From an optimization exercise on the open Yosys and OpenROAD flow, aimed at small area, a short achievable clock period and few clock cycles; shortcuts taken in it are not production practice. Function was checked by simulation only, so behaviour that the tests miss may differ from the original. Power and IR drop assume default switching activity.

==> flow/design.v (outline; a module is shown in full before it is edited, if it fits) <==
// module barker_xcorr: 907 lines
// module fa: 10 lines
// module ha: 9 lines
module barker_xcorr (
    input  wire               clk,
    input  wire               rst,           
    input  wire [3:0]         cfg_hdr,       
    input  wire [1:0]         cfg_mod,       
    input  wire [17:0]        cfg_trig,      
    input  wire [15:0]        cfg_hitcap,    
    input  wire               in_valid,
    output reg                in_ready,
    input  wire               in_last,
    input  wire signed [7:0]  in_re,
    input  wire signed [7:0]  in_im,
    output reg                hr_valid,
    output wire [16:0]        hr_idx,
    output reg  signed [17:0] hr_val,
    output reg                hi_valid,
    output wire [16:0]        hi_idx,
    output reg  signed [17:0] hi_val,
    output reg                done,
    output wire [15:0]        nhr,
    output wire [15:0]        nhi,
    output wire               hitovf,
    output reg                desync
);
  // ...
==> flow/flow/run.sh <==
#!/bin/bash
# Standard ORFS layout (standard synthesis) with: port buffers of buf_2;
# a clock tree of larger clusters without dummy loads; repair_timing aiming
# for extra setup slack so that the achieved period is short.
set -euo pipefail
bash standard.sh SETUP_SLACK_MARGIN=16.5 'BUFFER_PORTS_ARGS=-buffer_cell sky130_fd_sc_hd__buf_2' \
  'CTS_ARGS=-sink_clustering_enable -repair_clock_nets -sink_clustering_size 20 -sink_clustering_max_diameter 150 -buf_list sky130_fd_sc_hd__clkbuf_16 -sink_buffer_max_cap_derate 1.0 -dont_use_dummy_load' \
  finish > standard_flow.log 2>&1
==> flow/standard.sh <==
#!/bin/bash
# synth_recipe.tcl (not shown) runs the flow's synth.tcl, then flattens the netlist and writes it again
# the make line also repeats each setting of config.mk as NAME=value (left out here)
make -C /OpenROAD-flow-scripts/flow DESIGN_CONFIG=/design/flow/config.mk WORK_HOME=/design/flow/orfs CLKGATE_MAP_FILE= SYNTH_SCRIPT=/design/flow/synth_recipe.tcl "${@:-finish}"
==> flow/config.mk <==
export PLATFORM = sky130hd
export DESIGN_NAME = barker_xcorr
export DESIGN_NICKNAME = barker_xcorr
export VERILOG_FILES = /design/flow/design.v
export SDC_FILE = /design/flow/constraint.sdc
export NUM_CORES = 4
export LEC_CHECK = 0
export CAP_MARGIN = 20
export CORE_MARGIN = 2
export CORE_UTILIZATION = 40
export SLEW_MARGIN = 20
export SYNTH_HIERARCHICAL = 1
==> flow/constraint.sdc <==
create_clock -name core_clock -period 22.0 [get_ports {clk}]
set_input_delay 4.4000 -clock core_clock [delete_from_list [all_inputs] [get_ports {clk}]]
set_output_delay 4.4000 -clock core_clock [all_outputs]
set_load 0.01 [all_outputs]
==> flow_summary.toml, run 1 <==
[finish]
clock_area_share_pct = 2.49
syn_to_final_growth_pct = 11.1
num-nonclk-inverters = 96
final_cell_mix = "dfxtp_1, ha_1, fa_1"
multi_input_area_share_pct = 52.7
multi_input_area_sq_um = 12100

[clocking]
ctsHoldBuffers = 0
cts_tree = "yes"
post-cts-setup-buffer-count = 6
clk_pin_slew_worst_paths_ns = 0.08

[placement]
place_area_sq_um = 22200
dp_hpwl_um = 30600
placed_cells = 2531

[power]
powerClk_mw = 0.417
power_mw = 2.72

[global_routing]
grt_util_met3_pct = 1.82
grt_first_pass_wirelength_um = 64800
grt_use_total_pct = 15.0

[critical_path]
endpoint_kind = "output pin"
slowest_delay_ns = 0.37
arrival_ns = 1.05
reg2regPathDepth = 15
required_ns = 17.60
critPathMaxFanout = 2

[sta]
finClkSkew_ns = 0.0340
relSlewSlack_pct = 31.2
finalSetupViolCount = 0
post-route-period-util_pct = 24.8
grt_setup_unrepaired = "true"

[routing]
drt_iter0_drc = 280
drt_pass1_iterations = 4
drt-met1-wl_um = 18700

[status]
status = "complete, no violations"

[die]
initial_utilization_pct = 40.5

[hold_path]
worstHoldPathType = "reg2reg"
worstHoldEndpoint = "rre[12][4]"

[run]
cap_violations = 0

[synthesis]
yosys_warnings = 11
yosysUniqueCellTypes = 54
synth.avg_cell_area_sq_um = 11.9
synth_compound_area_share_pct = 3.56
Testbench counts, summed over its fixed seeds: cycles 21,174.
==> run 2, diff against run 1 <==
==> flow/flow/run.sh (replaced) <==
#!/bin/bash
# Standard ORFS layout (standard synthesis) with: port buffers of buf_2;
# a clock tree of larger clusters without dummy loads; repair_timing aiming
# for extra setup slack so that the achieved period is short.
set -euo pipefail
bash standard.sh SETUP_SLACK_MARGIN=16.8 'BUFFER_PORTS_ARGS=-buffer_cell sky130_fd_sc_hd__buf_2' \
  'CTS_ARGS=-sink_clustering_enable -repair_clock_nets -sink_clustering_size 20 -sink_clustering_max_diameter 150 -buf_list sky130_fd_sc_hd__clkbuf_16 -sink_buffer_max_cap_derate 1.0 -dont_use_dummy_load' \
  finish > standard_flow.log 2>&1
--- a/flow/config.mk
+++ b/flow/config.mk
@@ -8,5 +8,5 @@
 export CAP_MARGIN = 20
 export CORE_MARGIN = 2
-export CORE_UTILIZATION = 40
+export CORE_UTILIZATION = 60
 export SLEW_MARGIN = 20
 export SYNTH_HIERARCHICAL = 1
==> run 2 against run 1 <==
Net effect: still clean; clock power down 1%; die area decreased by 33%; first-iteration DRC count is 15% higher; sequential power increased by 0.9%; synthesized area unchanged; cell count is 7.4% lower; via count rose by 1.4%; cell area grew 4.1%; maximum frequency rose by 0.93%; critical path type unchanged; largest cell class unchanged; highest routed layer unchanged.
==> flow_summary.toml, run 2 <==
[global_routing]
grt_pass1_vias = 12800
overflow = 0
grt_max_degree = 54
antenna_found_initial = 0
grt_first_pass_wirelength_um = 63700
grt_use_total_pct = 22.2

[sta]
worst_slew_pin_slew_ns = 1.02
fmax_ghz = 0.185
finalSetupViolCount = 0
fin_tns_setup_ns = 0
hold_viol = 0
grt_setup_unrepaired = "true"
fin_crit_ns = 5.40
finClkSkew_ns = 0.0395
report.final.slew_viol_count = 0
post-route-period-util_pct = 24.6
relSlewSlack_pct = 30.3
fin_ws_ns = 16.60

[synthesis]
synth_top_area_share_pct = 38.4
synth_largest_area_cell = "dfxtp_1"
synth.avg_cell_area_sq_um = 11.9
yosys_warnings = 11
synth_edf_count = 2
ys_async_sr_fraction_pct = 0
yosysUniqueCellTypes = 54
ys_ff_latch = 400
syn_nets = 2240
synth.most_common_cell = "dfxtp_1"
syn_inst = 1748
synthTopCellsByCount = "dfxtp_1, ha_1, fa_1"
synthFlopType = "dfxtp_1"
synth_area_leaders = "dfxtp_1, fa_1, ha_1"
synth_area_sq_um = 20800
ys_seq_area_share_pct = 38.7

[power]
clkPwrFrac_pct = 14.6
vdd_drop_max_mv = 0.103
p_sw_mw = 1.07
swShare_pct = 37.7
comb_power_share_pct = 53.1
p_seq_share_pct = 32.3
p_leak_nw = 11.2
powerDensity_nw_per_um2 = 118
internal-power_mw = 1.76

[die]
initial_utilization_pct = 60.5
ios = 168
fp.dieArea_sq_um = 36100
die_x_um = 190
num_rows = 68
core_area_sq_um = 34300
die_h_um = 190

[clocking]
ctsHoldBuffers = 0
clk_pin_slew_worst_paths_ns = 0.09
cts_made_buffers = 23
clk-insertion-delay-late_ns = 0.56
cts_tree = "yes"
clock_path_buffers = 3
cts-htree-levels = 1
clock-sinks = 400
root_buffer = "clkbuf_16"

[routing]
drt_iter0_drc = 322
antenna_left = 0
vias = 12100
via_per_inst = 5.08
drc = 0
drt_pass1_iterations = 4
wirelength_um = 39700
wl_per_cell_um = 16.7

[critical_path]
path_class = "reg2out"
startpoint_type = "flop"
slowest_delay_ns = 0.37
slowest_stage = "dfxtp_2"
required_ns = 17.60
critical_path.cell_chain = "buf_6"
cp_num_buf_inv = 1
crit_family = "flip-flops"
critPathMaxFanout = 3
arrival_ns = 1.00
endpoint_kind = "output pin"

[finish]
mostFrequentLayoutCell = "dfxtp_1"
seqCellArea_sq_um = 8130
drive_above_1_share_pct = 20.8
fin_nets = 2416
final_cell_mix = "dfxtp_1, ha_1, fa_1"
multi_input_area_sq_um = 12400
fillers = 2557
layoutNonFillerInstCount = 2377
reg.largest.list = "rim x104, rre x104"
num_antenna_cells = 0
syn_to_final_growth_pct = 15.8
stdcell_area_sq_um = 24000

[placement]
dp_hpwl_um = 28700
port_buffers = 165
place_area_sq_um = 21900
dpl_worst_slack_ns = 15.64
placed_cells = 2307
place.gp.congestion = 0.893

[run]
cap_violations = 0

[hold_path]
worstHoldPathType = "reg2reg"

[status]
status = "complete, no violations"
==> run 2: changes by cell type in the layout (fill, tap and decap cells not counted), sizes merged <==
cell / before / now
bufbuf: 0 / 4
clkbuf: 24 / 25
buf: 185 / 214
==> run 2: logic make-up after synthesis <==
| kind of cell | Yosys count | synth area share (%) |
|---|---|---|
| adders and majority gates | 432 | 33.6 |
| DFF | 400 | 38.7 |
| and+or+nand+nor | 387 | 9.56 |
| xor gates and xnor gates | 231 | 10.1 |
| buffers and inverters | 165 | 3.36 |
| AOI/OAI and AO/OA | 112 | 3.56 |
| muxes | 21 | 1.13 |
==> run 2: what timing repair did <==
item                       CTS  global route
pin swaps                   14            29
gates cloned                 4             2
hold endpoints to repair     0             0
resized for setup          172            80
buffers inserted            32             9
setup endpoints to repair  133           119
==> run 2: worst paths after layout <==
path	start	end	slack, ns	cells past startpoint
worst max-delay path	idx[15]	hi_idx[15]	16.60	1
worst min register to register	rim[9][1]	rim[10][1]	0.33	0
worst max register to register	z_last[1]	s_im[11]	16.75	18
worst min-delay path	rim[9][1]	rim[10][1]	0.33	0
==> run 2: power groups by stage <==
stage / logic [mW] / clock network (mW) / registers [mW]
floorplan: 1.06 / 0 / 0.902
global placement: 1.33 / 0 / 0.922
detailed placement: 1.36 / 0 / 0.924
CTS: 1.43 / 0.425 / 0.910
global route: 1.71 / 0.450 / 0.925
finish: 1.50 / 0.411 / 0.912
==> run 2: final cells by class <==
class                      instances  share of cell area [%]
timing repair buffer             220                    8.32
sequential                       400                    33.8
multi-input combinational       1183                    51.6
clock buffer                      23                    2.40
inverter                          96                    1.52
tap                              455                    2.37
==> run 2: metrics by stage <==
step / total power, mW / hold slack (ns) / util, %
floorplan: 1.96 / 0.324 / -
global placement: 2.25 / 0.324 / 63.9
detailed placement: 2.29 / 0.331 / 63.9
CTS: 2.76 / 0.332 / 68.6
global route: 3.09 / 0.342 / 70.1
finish: 2.82 / 0.331 / 70.1
==> run 2: routing by layer <==
metal | GRT usage [%] | up-vias | share of wire [%] | routed length, um
li1 | - | 5975 | - | -
met1 | 30.1 | 5829 | 46 | 18300
met2 | 38.3 | 209 | 48 | 19200
met3 | 2.93 | 63 | 3.2 | 1290
met4 | 4.89 | 0 | 2.3 | 906
met5 | 0 | - | 0 | 0
==> run 2: per-module statistics from Yosys, one instance, submodules excluded <==
module | flops+latches | times used | cells inside | cell area, sq um
ha | 0 | 95 | 1 | 12.5
fa | 0 | 206 | 1 | 20.0
barker_xcorr | 400 | 1 | 1447 | 15400
==> run 3, diff against run 2 <==
==> flow/flow/run.sh (replaced) <==
#!/bin/bash
# Standard ORFS layout (standard synthesis) with: port buffers of buf_2;
# a clock tree of larger clusters without dummy loads; repair_timing aiming
# for extra setup slack so that the achieved period is short.
set -euo pipefail
bash standard.sh SETUP_SLACK_MARGIN=16.3 'BUFFER_PORTS_ARGS=-buffer_cell sky130_fd_sc_hd__buf_2' \
  'CTS_ARGS=-sink_clustering_enable -repair_clock_nets -sink_clustering_size 20 -sink_clustering_max_diameter 150 -buf_list sky130_fd_sc_hd__clkbuf_16 -sink_buffer_max_cap_derate 1.0 -dont_use_dummy_load' \
  finish > standard_flow.log 2>&1
==> run 3 against run 2 <==
Net effect: die area did not move; setup slack got worse by 0.053 ns; power fell by 4.7%; still clean on timing, DRC and antenna; critical endpoint is now nhr[1]; sequential power fell by 1%; first-iteration DRC count fell by 10%; clock skew fell by 0.0060 ns; maximum frequency fell by 0.96%; core utilization fell by 3.9 points; cell count fell by 1.7%.
==> flow_summary.toml, run 3 <==
[placement]
placed_cells = 2308
dpl_worst_slack_ns = 15.83
dp_hpwl_um = 29000
place_area_sq_um = 21900
place.gp.congestion = 0.845
port_buffers = 165

[sta]
hold_slack_ns = 0.329
worst_slew_pin_slew_ns = 1.01
post-route-period-util_pct = 24.8
finalSetupViolCount = 0
fmax_ghz = 0.183
hold_viol = 0
grt_setup_unrepaired = "true"
fin_tns_setup_ns = 0
fin_ws_ns = 16.55
finClkSkew_ns = 0.0335
report.final.slew_viol_count = 0
fin_crit_ns = 5.45
relSlewSlack_pct = 31.1

[routing]
wirelength_um = 37600
wl_per_cell_um = 16.1
drt_pass1_iterations = 4
via_per_inst = 5.05
drc = 0
drt_iter0_drc = 289
vias = 11800
antenna_left = 0

[critical_path]
path_depth = 1
crit_family = "flip-flops"
slowest_stage = "dfxtp_1"
arrival_ns = 1.05
path_class = "reg2out"
slowest_delay_ns = 0.36
startpoint_type = "flop"
critical_path.cell_chain = "buf_2"
critPathMaxFanout = 3
reg2regPathDepth = 23
endpoint_kind = "output pin"
required_ns = 17.60
cp_num_buf_inv = 1

[clocking]
clk_pin_slew_worst_paths_ns = 0.08
clock_path_buffers = 3
root_buffer = "clkbuf_16"
ctsHoldBuffers = 0
clk-insertion-delay-late_ns = 0.55
cts-htree-levels = 1
clock-sinks = 400
cts_made_buffers = 23
cts_tree = "yes"

[synthesis]
synth_edf_count = 2
syn_inst = 1748
synth.avg_cell_area_sq_um = 11.9
synthFlopType = "dfxtp_1"
ys_seq_area_share_pct = 38.7
synthTopCellsByCount = "dfxtp_1, ha_1, fa_1"
yosysUniqueCellTypes = 54
yosys_warnings = 11
ys_ff_latch = 400
synth_area_sq_um = 20800
syn_nets = 2240
synth.most_common_cell = "dfxtp_1"
ys_async_sr_fraction_pct = 0
synth_top_area_share_pct = 38.4
synth_largest_area_cell = "dfxtp_1"
synth_area_leaders = "dfxtp_1, fa_1, ha_1"

[finish]
stdcell_area_sq_um = 22700
final_core_util_pct = 66.1
fin_nets = 2376
num_antenna_cells = 0
fillers = 2771
mostFrequentLayoutCell = "dfxtp_1"
drive_above_1_share_pct = 12.6
layoutNonFillerInstCount = 2337
reg.largest.list = "rim x104, rre x104"
final_cell_mix = "dfxtp_1, ha_1, fa_1"
syn_to_final_growth_pct = 9.25

[die]
ios = 168
initial_utilization_pct = 60.5
core_area_sq_um = 34300
fp.dieArea_sq_um = 36100
num_rows = 68
die_x_um = 190
die_h_um = 190

[power]
power_mw = 2.69
p_leak_nw = 10.8
vdd_drop_max_mv = 0.0825
powerDensity_nw_per_um2 = 119

[global_routing]
grt_first_pass_wirelength_um = 61600
antenna_found_initial = 0
overflow = 0
grt_pass1_vias = 12400
grt_use_total_pct = 21.4
grt_max_degree = 57

[hold_path]
worstHoldPathType = "reg2reg"
hold_depth = 0

[status]
status = "complete, no violations"

[run]
cap_violations = 0
==> run 3: layer usage <==
layer	vias up	share of wire (%)	track usage, %
met5	-	0	0
met4	0	2.1	4.77
met3	43	3.0	2.34
met2	162	47	36.4
met1	5707	48	29.7
li1	5900	-	-
==> run 3: final cells by class <==
type	count	area [sq um]	area share [%]
inverter	96	360	1.59
clock buffer	23	576	2.54
timing repair buffer	180	1050	4.64
multi-input combinational	1183	12100	53.3
sequential	400	8040	35.5
tap	455	569	2.51
==> run 3: path summary, 6_finish.rpt <==
check                     to  slack, ns      start
setup reg to reg      room_i      16.56     first3
hold reg to reg   rre[10][0]       0.33  rre[9][0]
hold / removal    rre[10][0]       0.33  rre[9][0]
setup / recovery      nhr[1]      16.55   cnt_r[1]
==> run 3: power by group <==
part           internal, mW  leakage, nW  switching, mW  total [mW]
clock                 0.186        0.283          0.227       0.413
combinational         0.649         7.26          0.727        1.38
sequential            0.832         3.26         0.0689       0.901
total                  1.67         10.8           1.02        2.69
==> run 3: what timing repair did <==
action | in CTS | in global routing
setup buffers | 0 | 4
setup endpoints to repair | 7 | 7
cloned | 1 | 1
gates resized for setup | 13 | 18
pin swaps | 0 | 3
==> run 3: cell families after synthesis <==
kind of cell	count (synthesis)	share of synthesized area (%)
flops	400	38.7
simple gates	387	9.56
compound gates	112	3.56
fa+ha+maj	432	33.6
buf+inv	165	3.36
xor+xnor	231	10.1
mux	21	1.13
==> run 3: per-module statistics from Yosys, one instance, submodules excluded <==
module,cells inside,copies in the design,flops+latches,cell area (sq um)
barker_xcorr,1447,1,400,15400
fa,1,206,0,20.0
ha,1,95,0,12.5
==> run 4, diff against run 3 <==
==> flow/flow/run.sh (replaced) <==
#!/bin/bash
# Standard ORFS layout (standard synthesis) with: port buffers of buf_2;
# a clock tree of larger clusters without dummy loads; repair_timing aiming
# for extra setup slack so that the achieved period is short.
set -euo pipefail
bash standard.sh SETUP_SLACK_MARGIN=16.5 'BUFFER_PORTS_ARGS=-buffer_cell sky130_fd_sc_hd__buf_2' \
  'CTS_ARGS=-sink_clustering_enable -repair_clock_nets -sink_clustering_size 25 -sink_clustering_max_diameter 150 -buf_list sky130_fd_sc_hd__clkbuf_16 -sink_buffer_max_cap_derate 1.0 -dont_use_dummy_load' \
  finish > standard_flow.log 2>&1
--- a/flow/config.mk
+++ b/flow/config.mk
@@ -8,5 +8,5 @@
 export CAP_MARGIN = 20
 export CORE_MARGIN = 2
-export CORE_UTILIZATION = 60
+export CORE_UTILIZATION = 70
 export SLEW_MARGIN = 20
 export SYNTH_HIERARCHICAL = 1
==> run 4 against run 3 <==
Net effect: still clean on timing, DRC and antenna; non-clock buffer count increased by 7; clock-buffer cell count decreased by 4; sequential share of layout area increased by 0.061 points; synthesized cell count unchanged; clock skew increased by 0.0078 ns; critical path type unchanged; critical endpoint unchanged.
==> flow_summary.toml, run 4 <==
[clocking]
clock-sinks = 400
root_buffer = "clkbuf_16"
cts_tree = "yes"
ctsHoldBuffers = 0
cts-htree-levels = 1
clk_pin_slew_worst_paths_ns = 0.10
clock_path_buffers = 3
cts_made_buffers = 19
clk-insertion-delay-late_ns = 0.55

[synthesis]
yosysUniqueCellTypes = 54
synth.most_common_cell = "dfxtp_1"
synth.avg_cell_area_sq_um = 11.9
synth_edf_count = 2
syn_inst = 1748
synthFlopType = "dfxtp_1"
synth_area_sq_um = 20800
synthTopCellsByCount = "dfxtp_1, ha_1, fa_1"
synth_area_leaders = "dfxtp_1, fa_1, ha_1"
ys_ff_latch = 400
yosys_warnings = 11
ys_async_sr_fraction_pct = 0
ys_seq_area_share_pct = 38.7
synth_top_area_share_pct = 38.4
synth_largest_area_cell = "dfxtp_1"
syn_nets = 2240

[placement]
dpl_worst_slack_ns = 15.64
port_buffers = 165
place_area_sq_um = 21800
place.gp.congestion = 0.874
dp_hpwl_um = 28500
placed_cells = 2241

[power]
power_mw = 2.65
vdd_drop_max_mv = 0.0866
p_leak_nw = 10.8
powerDensity_nw_per_um2 = 117

[sta]
fin_ws_ns = 16.56
hold_viol = 0
grt_setup_unrepaired = "true"
worst_slew_pin_slew_ns = 1.07
relSlewSlack_pct = 28.5
finalSetupViolCount = 0
report.final.slew_viol_count = 0
post-route-period-util_pct = 24.7
finClkSkew_ns = 0.0413
fin_crit_ns = 5.44
fin_tns_setup_ns = 0
fmax_ghz = 0.184

[status]
status = "complete, no violations"

[critical_path]
arrival_ns = 1.04
rr_endpoint = "s_re[11]"
critPathMaxFanout = 3
crit_family = "flip-flops"
required_ns = 17.60
slowest_delay_ns = 0.38
endpoint_kind = "output pin"
regToRegStartpoint = "z_last[1]"
r2r_setup_slack_ns = 16.65
cp_num_buf_inv = 1
reg2regPathDepth = 18
slowest_stage = "dfxtp_1"
startpoint = "cnt_r[1]"
crit_path_end = "nhr[1]"
path_depth = 1
path_class = "reg2out"
startpoint_type = "flop"
critical_path.cell_chain = "buf_2"

[global_routing]
grt_use_total_pct = 24.7
antenna_found_initial = 0
overflow = 0
grt_first_pass_wirelength_um = 61200
grt_max_degree = 54
grt_pass1_vias = 12600

[finish]
fillers = 1960
final_cell_mix = "dfxtp_1, ha_1, fa_1"
layoutNonFillerInstCount = 2275
reg.largest.list = "rim x104, rre x104"
fin_nets = 2379
mostFrequentLayoutCell = "dfxtp_1"
drive_above_1_share_pct = 13.8
stdcell_area_sq_um = 22700
num_antenna_cells = 0
syn_to_final_growth_pct = 9.13

[routing]
drt_pass1_iterations = 5
via_per_inst = 5.28
drt_iter0_drc = 512
vias = 12000
drc = 0
antenna_left = 0
wl_per_cell_um = 16.5
wirelength_um = 37600

[die]
core_area_sq_um = 29400
fp.dieArea_sq_um = 31000
num_rows = 63
ios = 168
initial_utilization_pct = 70.6
die_h_um = 176
die_x_um = 176

[hold_path]
worstHoldPathType = "reg2reg"
min_from = "rim[10][1]"

[run]
cap_violations = 0
-- run 4: changes by cell type in the layout (fill, tap and decap cells not counted), sizes merged --
cell,delta
clkbuf,-5
buf,+7
bufbuf,+1
-- run 4: metal layers --
layer	wire [um]	track usage, %	vias to the layer above
met5	0	0	-
met4	760	5.34	0
met3	1240	2.52	39
met2	18400	43.7	205
met1	17200	33.3	5853
li1	-	-	5916
-- run 4: layout make-up --
cell class | count | area (sq um) | area share, %
Clock buffer | 19 | 475 | 2.10
Tap cell | 390 | 488 | 2.15
Sequential cell | 400 | 8050 | 35.5
Inverter | 96 | 360 | 1.59
Timing Repair Buffer | 187 | 1110 | 4.89
Multi-Input combinational cell | 1183 | 12200 | 53.7
-- run 4: logic make-up after synthesis --
logic type	share of synthesized area [%]
AOI/OAI and AO/OA	3.56
xor gates and xnor gates	10.1
adders and majority gates	33.6
buffers and inverters	3.36
DFF	38.7
muxes	1.13
and+or+nand+nor	9.56
-- run 4: Yosys stat by module (local to each module, per instance) --
module	cells inside	area (sq um)	copies in the design
barker_xcorr	1447	15400	1
fa	1	20.0	206
ha	1	12.5	95
-- run 4: repair_timing --
| action | in CTS | in global routing |
|---|---|---|
| resized for setup | 16 | 31 |
| buffers inserted | 5 | 8 |
| endpoints found under the hold margin | 0 | 0 |
| pin swaps | 1 | 7 |
| gates cloned | 2 | 0 |
| endpoints found under the setup margin | 13 | 9 |
-- run 4: report_power, final --
group | switching, mW | total (mW) | internal [mW]
logic | 0.722 | 1.38 | 0.654
clock network | 0.215 | 0.371 | 0.155
registers | 0.0695 | 0.902 | 0.832
total | 1.01 | 2.65 | 1.64
-- run 4: stage by stage --
step	utilization, %	hold WS [ns]
2_1_floorplan	-	0.324
3_3_place_gp	74.1	0.325
3_5_place_dp	74.1	0.329
4_1_cts	76.4	0.336
5_1_grt	77.0	0.343
6_report	77.0	0.329
-- run 4: how the worst min path moves through the flow --
stage                      end  slack [ns]  cells past startpoint
detailed placement  rim[11][3]        0.33                      0
global route        rim[11][1]        0.34                      0
global placement    rim[12][3]        0.32                      0
CTS                 rim[11][1]        0.34                      0
floorplan           rim[10][0]        0.32                      0
finish              rim[11][1]        0.33                      0
==> run 5, diff against run 4 <==
==> flow/flow/run.sh (replaced) <==
#!/bin/bash
# Standard ORFS layout (standard synthesis) with: port buffers of buf_2;
# a clock tree of larger clusters without dummy loads; repair_timing aiming
# for extra setup slack so that the achieved period is short.
set -euo pipefail
bash standard.sh SETUP_SLACK_MARGIN=16.5 'BUFFER_PORTS_ARGS=-buffer_cell sky130_fd_sc_hd__buf_2' \
  'CTS_ARGS=-sink_clustering_enable -repair_clock_nets -sink_clustering_size 30 -sink_clustering_max_diameter 300 -sink_clustering_levels 2 -buf_list sky130_fd_sc_hd__clkbuf_16 -sink_buffer_max_cap_derate 1.0 -dont_use_dummy_load' \
  finish > standard_flow.log 2>&1
--- a/flow/config.mk
+++ b/flow/config.mk
@@ -8,5 +8,5 @@
 export CAP_MARGIN = 20
 export CORE_MARGIN = 2
-export CORE_UTILIZATION = 70
+export CORE_UTILIZATION = 60
 export SLEW_MARGIN = 20
 export SYNTH_HIERARCHICAL = 1
==> run 5 against run 4 <==
Net effect: register-to-register slack improved by 0.08 ns; setup slack improved by 0.011 ns; critical endpoint is now hr_idx[16]; wire length increased by 1.1%; highest routed layer unchanged; largest cell class unchanged; clock power decreased by 5%; sequential share of layout area about the same; combinational power about the same; critical path type unchanged.
==> flow_summary.toml, run 5 <==
[finish]
final_core_util_pct = 66.0
layoutNonFillerInstCount = 2339
drive_above_1_share_pct = 13.6
fillers = 2753
multi_input_area_sq_um = 12200
final_cell_mix = "dfxtp_1, ha_1, fa_1"
mostFrequentLayoutCell = "dfxtp_1"
syn_to_final_growth_pct = 9.07
seqCellArea_sq_um = 8050
fin_nets = 2378
reg.largest.list = "rim x104, rre x104"
num_antenna_cells = 0

[critical_path]
path_class = "reg2out"
arrival_ns = 1.03
critical_path.cell_chain = "buf_2"
crit_family = "flip-flops"
cp_num_buf_inv = 1
slowest_stage = "dfxtp_1"
slowest_delay_ns = 0.38
startpoint_type = "flop"
critPathMaxFanout = 3
required_ns = 17.60
endpoint_kind = "output pin"

[synthesis]
yosysUniqueCellTypes = 54
ys_ff_latch = 400
ys_seq_area_share_pct = 38.7
synthFlopType = "dfxtp_1"
synth_area_leaders = "dfxtp_1, fa_1, ha_1"
yosys_warnings = 11
syn_inst = 1748
synth_edf_count = 2
syn_nets = 2240
synth.avg_cell_area_sq_um = 11.9
synth_area_sq_um = 20800
synth_top_area_share_pct = 38.4
synthTopCellsByCount = "dfxtp_1, ha_1, fa_1"
synth_largest_area_cell = "dfxtp_1"
ys_async_sr_fraction_pct = 0
synth.most_common_cell = "dfxtp_1"

[clocking]
cts_made_buffers = 17
cts_tree = "yes"
clk_pin_slew_worst_paths_ns = 0.11
clk-insertion-delay-late_ns = 0.54
cts-htree-levels = 1
clock_path_buffers = 3
root_buffer = "clkbuf_16"
ctsHoldBuffers = 0
clock-sinks = 400

[hold_path]
worstHoldPathType = "reg2reg"

[global_routing]
grt_max_degree = 54
overflow = 0
grt_first_pass_wirelength_um = 62300
grt_pass1_vias = 12500
grt_use_total_pct = 21.7
antenna_found_initial = 0

[sta]
fin_crit_ns = 5.43
finClkSkew_ns = 0.0489
hold_viol = 0
finalSetupViolCount = 0
post-route-period-util_pct = 24.7
fmax_ghz = 0.184
report.final.slew_viol_count = 0
relSlewSlack_pct = 29.0
grt_setup_unrepaired = "true"
worst_slew_pin_slew_ns = 1.04
fin_tns_setup_ns = 0

[routing]
wirelength_um = 38000
wl_per_cell_um = 16.2
drt_pass1_iterations = 4
via_per_inst = 5.02
drc = 0
drt_iter0_drc = 288
vias = 11700
antenna_left = 0

[placement]
placed_cells = 2306
place.gp.congestion = 0.865
dp_hpwl_um = 29000
port_buffers = 165

[run]
cap_violations = 0

[power]
p_leak_nw = 10.8
powerDensity_nw_per_um2 = 116
vdd_drop_max_mv = 0.0937
power_mw = 2.63

[die]
initial_utilization_pct = 60.5
core_area_sq_um = 34300
fp.dieArea_sq_um = 36100
ios = 168
num_rows = 68
die_x_um = 190
die_h_um = 190

[status]
status = "complete, no violations"
==> run 5: final timing paths <==
| path | startpoint | end | slack [ns] | depth (start not counted) |
|---|---|---|---|---|
| worst min-delay path | rim[11][4] | rim[12][4] | 0.30 | 0 |
| worst max-delay path | idx[16] | hr_idx[16] | 16.57 | 1 |
| worst min register to register | rim[11][4] | rim[12][4] | 0.30 | 0 |
| worst max register to register | z_last[1] | s_re[11] | 16.73 | 19 |
==> run 5: per-module statistics from Yosys (local to each module, per instance) <==
module,cells inside,cell area [sq um]
ha,1,12.5
barker_xcorr,1447,15400
fa,1,20.0
==> run 5: per-stage QoR <==
stage / hold WS [ns] / worst slack [ns] / area, sq um
final: 0.298 / 16.57 / 22600
after global routing: 0.288 / 16.46 / 22600
after CTS: 0.298 / 16.52 / 22500
after detailed placement: 0.331 / 15.84 / 21900
after global placement: 0.325 / 15.88 / 21900
after floorplan: 0.324 / 16.51 / 20800
==> run 5: repair_timing <==
item	CTS	global route
setup endpoints to repair	10	9
gates resized for setup	13	31
setup buffers	13	3
endpoints found under the hold margin	0	0
pin swaps	0	10
==> run 5: final cells by class <==
class                      count  area share [%]
clock buffer                  17            1.88
inverter                      96            1.61
multi-input combinational   1183            53.7
sequential                   400            35.5
tap                          455            2.51
timing repair buffer         188            4.79
==> run 5: routing by layer <==
layer | global-route usage (%) | wire length [um] | vias up
met3 | 1.90 | 1030 | 43
met1 | 29.4 | 17700 | 5642
met4 | 5.22 | 955 | 0
met5 | 0 | 0 | -
met2 | 37.8 | 18300 | 164
li1 | - | - | 5900
==> run 5: kinds of logic after synthesis <==
| family | Yosys count | share of synthesized area [%] |
|---|---|---|
| compound gates | 112 | 3.56 |
| xor+xnor | 231 | 10.1 |
| fa+ha+maj | 432 | 33.6 |
| buf+inv | 165 | 3.36 |
| flops | 400 | 38.7 |
| mux | 21 | 1.13 |
| simple gates | 387 | 9.56 |
==> run 5: power by group <==
| part | switching (mW) | internal (mW) | total, mW |
|---|---|---|---|
| sequential | 0.0718 | 0.832 | 0.904 |
| clock | 0.212 | 0.140 | 0.352 |
| combinational | 0.722 | 0.653 | 1.38 |

-- what the ideal ports hide --
Ports are ideal in the flow. The routed layouts listed here were re-timed in OpenROAD.
Step 1, drivers: a clkbuf_16 drives clk and a buf_2 each remaining input, both assumed.
Step 2 adds t to the input delays and takes it off the output delays; t is the mean of the earliest and latest rising clock arrival at the registers after step 1. Input paths then give back, and output paths get back, about the clock's delay inside the block.
Slacks: no drivers / after step 1 / after step 2; pairs: no drivers / after step 1.
run | t, ns | setup WS [ns] | worst data-port slew with drivers (ns)
run 1 | 0.598 | 16.548 / 16.493 / 16.261 | 0.04
run 2 | 0.589 | 16.598 / 16.545 / 16.208 | 0.05
run 3 | 0.591 | 16.546 / 16.492 / 16.167 | 0.04
run 4 | 0.579 | 16.558 / 16.505 / 16.051 | 0.05
run 5 | 0.571 | 16.569 / 16.512 / 16.245 | 0.05
After both steps every run listed still meets setup and hold. The setup slack of run 4, which loses most, moves by -0.053 ns with the drivers and by -0.507 ns with both steps.
